This is an optimization exercise on Yosys and OpenROAD, whose aim is small area, not a production implementation. The RTL was checked by simulation tests, not by an equivalence proof against the original design. Power figures rest on the tool's default switching activity, not on a simulated workload.

lane 1:
// relay
module relay (
    input  wire         clk,
    input  wire         rst,
    input  wire         tx_wreq,
    input  wire [99:0]  tx_wmsg,
    output wire         tx_wr_full,
    output wire         tx_wr_ack,
    output wire         tx_wr_ovf,
    output wire [2:0]   tx_wr_count,
    input  wire         rx_wreq,
    input  wire [99:0]  rx_wmsg,
    output wire         rx_wr_full,
    output wire         rx_wr_ack,
    output wire         rx_wr_ovf,
    output wire [2:0]   rx_wr_count,
    input  wire         tick,
    input  wire         rxp,
    input  wire         txacc,
    input  wire [31:0]  ts,
    output wire         rx_fetch,
    output wire         tx_offer,
    output wire [99:0]  tx_data,
    output wire         tx_ack,
    output wire         tx_defer,
    output wire         rx_offer,
    output wire [99:0]  rx_data,
    output wire [2:0]   tx_count,
    output wire [2:0]   rx_count
);
For scale: ~2,600 cells after synthesis, ~1,500 flip-flops, about 460 I/O pins, about 51,000 um2 of cells after synthesis.
export LEC_CHECK = 0
export ABC_CLOCK_PERIOD_IN_PS = 100000
export CAP_MARGIN = 0
export CORE_MARGIN = 2
export CORE_UTILIZATION = 40
export GPL_TIMING_DRIVEN = 0
export SLEW_MARGIN = 0
create_clock -name core_clock -period 6.0 [get_ports {clk}]
standard.sh (not shown) runs the stock make flow with config.mk's settings and CLKGATE_MAP_FILE= SYNTH_SCRIPT=/design/flow/synth_recipe.tcl, a recipe that flattens the netlist after the stock synthesis.
==> flow/flow/run.sh <==
#!/bin/bash
# Own layout flow: the standard ORFS flow (standard.sh, unchanged
# synthesis) with these changes for a smaller layout:
#  - the buffers ABC inserted are removed at floorplan (repair_design later
#    buffers what needs it);
#  - every input and output port still gets a buffer, but the smallest one
#    (buf_1) rather than the delay cell buffer_ports picks by default;
#  - each high-fanout signal net gets one buf_6 before repair_design
#    (flow/pre_resize.tcl);
#  - CTS: a clkbuf_16 root, clkbuf_8 tree buffers and clkbuf_4 leaf
#    buffers driving clusters of up to 11 flip-flops, without dummy loads.
# The make output goes to flow_make.log; each ORFS step writes its own log
# under orfs/logs.
set -euo pipefail
cd "$(dirname "$0")/.."
W=$(pwd)
bash standard.sh \
  REMOVE_ABC_BUFFERS=1 \
  "BUFFER_PORTS_ARGS=-buffer_cell sky130_fd_sc_hd__buf_1" \
  "PRE_RESIZE_TCL=$W/flow/pre_resize.tcl" \
  "CTS_ARGS=-sink_clustering_enable -repair_clock_nets -dont_use_dummy_load -root_buf sky130_fd_sc_hd__clkbuf_16 -buf_list sky130_fd_sc_hd__clkbuf_8 -sink_clustering_buffer sky130_fd_sc_hd__clkbuf_4 -sink_clustering_size 11 -sink_clustering_max_diameter 45" \
  finish > "$W/flow_make.log" 2>&1
==> flow/flow/pre_resize.tcl <==
# Before repair_design: give each high-fanout signal net (the slot write
# enables, the read selects, reset) one strong buffer at the centroid of its
# loads, instead of the buffer trees repair_design would build.
proc hf_buffer {thr cell} {
  set k 0
  foreach net [get_nets *] {
    if {[get_full_name $net] == "clk"} continue
    set pins [get_pins -of_objects $net]
    if {[llength $pins] <= $thr} continue
    set loads {}
    set sx 0; set sy 0
    foreach p $pins {
      if {[get_property $p direction] == "input"} {
        lappend loads $p
        set bb [[[sta::sta_to_db_pin $p] getInst] getBBox]
        set sx [expr {$sx + ([$bb xMin] + [$bb xMax]) / 2.0}]
        set sy [expr {$sy + ([$bb yMin] + [$bb yMax]) / 2.0}]
      }
    }
    set n [llength $loads]
    if {$n == 0} continue
    set x [expr {$sx / $n / 1000.0}]
    set y [expr {$sy / $n / 1000.0}]
    insert_buffer -buffer_cell $cell -net [get_full_name $net] -location [list $x $y] -buffer_name hfbuf_$k
    incr k
  }
  puts "hf_buffer: inserted $k buffers"
}
hf_buffer 50 sky130_fd_sc_hd__buf_6
Lane 1 finished every step from synthesis to the final layout, and the layout passed the timing, design-rule and antenna checks.
The following lists how lane 2 was set up differently from lane 1:
==> flow/flow/run.sh <==
#!/bin/bash
# Own layout flow: the standard ORFS flow (standard.sh, unchanged
# synthesis) with these changes for a smaller layout:
#  - the buffers ABC inserted are removed at floorplan (repair_design later
#    buffers what needs it);
#  - every input and output port still gets a buffer, but the smallest one
#    (buf_1) rather than the delay cell buffer_ports picks by default;
#  - each high-fanout signal net gets one buf_6 before repair_design
#    (flow/pre_resize.tcl);
#  - CTS: a clkbuf_16 root, clkbuf_8 tree buffers and clkbuf_4 leaf
#    buffers driving clusters of up to 10 flip-flops, without dummy loads.
# The make output goes to flow_make.log; each ORFS step writes its own log
# under orfs/logs.
set -euo pipefail
cd "$(dirname "$0")/.."
W=$(pwd)
bash standard.sh \
  REMOVE_ABC_BUFFERS=1 \
  "BUFFER_PORTS_ARGS=-buffer_cell sky130_fd_sc_hd__buf_1" \
  "PRE_RESIZE_TCL=$W/flow/pre_resize.tcl" \
  "CTS_ARGS=-sink_clustering_enable -repair_clock_nets -dont_use_dummy_load -root_buf sky130_fd_sc_hd__clkbuf_16 -buf_list sky130_fd_sc_hd__clkbuf_8 -sink_clustering_buffer sky130_fd_sc_hd__clkbuf_4 -sink_clustering_size 10 -sink_clustering_max_diameter 40" \
  finish > "$W/flow_make.log" 2>&1
[summary]
In terms of core utilization, lane 1 and lane 2 differ only marginally. Fraction of power consumed by the clock network sits higher in lane 2 than in lane 1. Summary — sequential fraction of total cell area, lane 2 relative to lane 1: lower, by 0.25 points.
Here is what was changed in the inputs of lane 3 compared with lane 2.
==> flow/flow/run.sh <==
#!/bin/bash
# Own layout flow: the standard ORFS flow (standard.sh, unchanged
# synthesis) with these changes for a smaller layout:
#  - the buffers ABC inserted are removed at floorplan (repair_design later
#    buffers what needs it);
#  - every input and output port still gets a buffer, but the smallest one
#    (buf_1) rather than the delay cell buffer_ports picks by default;
#  - each high-fanout signal net gets one buf_8 before repair_design
#    (flow/pre_resize.tcl);
#  - CTS: a clkbuf_16 root, clkbuf_8 tree buffers and clkbuf_4 leaf
#    buffers driving clusters of up to 9 flip-flops, without dummy loads.
# The make output goes to flow_make.log; each ORFS step writes its own log
# under orfs/logs.
set -euo pipefail
cd "$(dirname "$0")/.."
W=$(pwd)
bash standard.sh \
  REMOVE_ABC_BUFFERS=1 \
  "BUFFER_PORTS_ARGS=-buffer_cell sky130_fd_sc_hd__buf_1" \
  "PRE_RESIZE_TCL=$W/flow/pre_resize.tcl" \
  "CTS_ARGS=-sink_clustering_enable -repair_clock_nets -dont_use_dummy_load -root_buf sky130_fd_sc_hd__clkbuf_16 -buf_list sky130_fd_sc_hd__clkbuf_8 -sink_clustering_buffer sky130_fd_sc_hd__clkbuf_4 -sink_clustering_size 9 -sink_clustering_max_diameter 40" \
  finish > "$W/flow_make.log" 2>&1
-- flow/flow/pre_resize.tcl --
<<< lane 2, line 27
  puts "hf_buffer: inserted $k buffers"
}
hf_buffer 50 sky130_fd_sc_hd__buf_6
>>> lane 3, line 27
  puts "hf_buffer: inserted $k buffers"
}
hf_buffer 50 sky130_fd_sc_hd__buf_8
[summary]
Lane 3 finished end to end and its layout was clean on timing, DRC and antenna. Per the comparison of lane 3 with lane 2, relative contribution of the clock network to total power now larger; growth of design area from synthesis to finish now larger; detailed-route wire length on metal 1 now larger; leakage power now larger. For final routed wire length divided by cell count, lane 2 and lane 3 come out practically identical. Global-route wire length before repair delta (lane 2 -> lane 3): insignificant. Between lane 2 and lane 3, the core utilization does not differ in any meaningful way. Lane 3 vs. lane 2: hold slack rose by 0.016 ns, setup slack of the critical path after layout fell by 0.0060 ns, layout clock buffer count rose by about 7%.

## what the ideal ports hide
The results above use ideal ports. As a check the final layouts listed here were re-extracted and re-timed, cells and wires unchanged.
Step 1 (the two cells are an assumption about what drives the block):
set clk [get_ports {clk}]
set_driving_cell -lib_cell sky130_fd_sc_hd__clkbuf_16 $clk
set_driving_cell -lib_cell sky130_fd_sc_hd__buf_2 [delete_from_list [all_inputs] $clk]
Step 2 also shifts input and output timing later by t, the mid clock arrival at the registers, as if the neighbouring blocks saw the same clock.
a / b / c = no drivers / after step 1 / after step 2; a / b = the first two.
| run | t (ns) | setup WS [ns] | hold WS [ns] | worst register clock-pin slew, ns | worst data-port slew with drivers (ns) |
|---|---|---|---|---|---|
| lane 1 | 0.769 | 1.516 / 1.493 / 1.449 | 0.525 / 0.525 / 0.525 | 0.12 / 0.12 | 0.20 |
| lane 2 | 0.784 | 1.543 / 1.504 / 1.444 | 0.503 / 0.503 / 0.503 | 0.11 / 0.11 | 0.21 |
| lane 3 | 0.767 | 1.537 / 1.514 / 1.514 | 0.519 / 0.519 / 0.519 | 0.10 / 0.10 | 0.19 |
After both steps every run listed still meets setup and hold. The setup slack of lane 2, which loses most, moves by -0.039 ns with the drivers and by -0.099 ns with both steps.
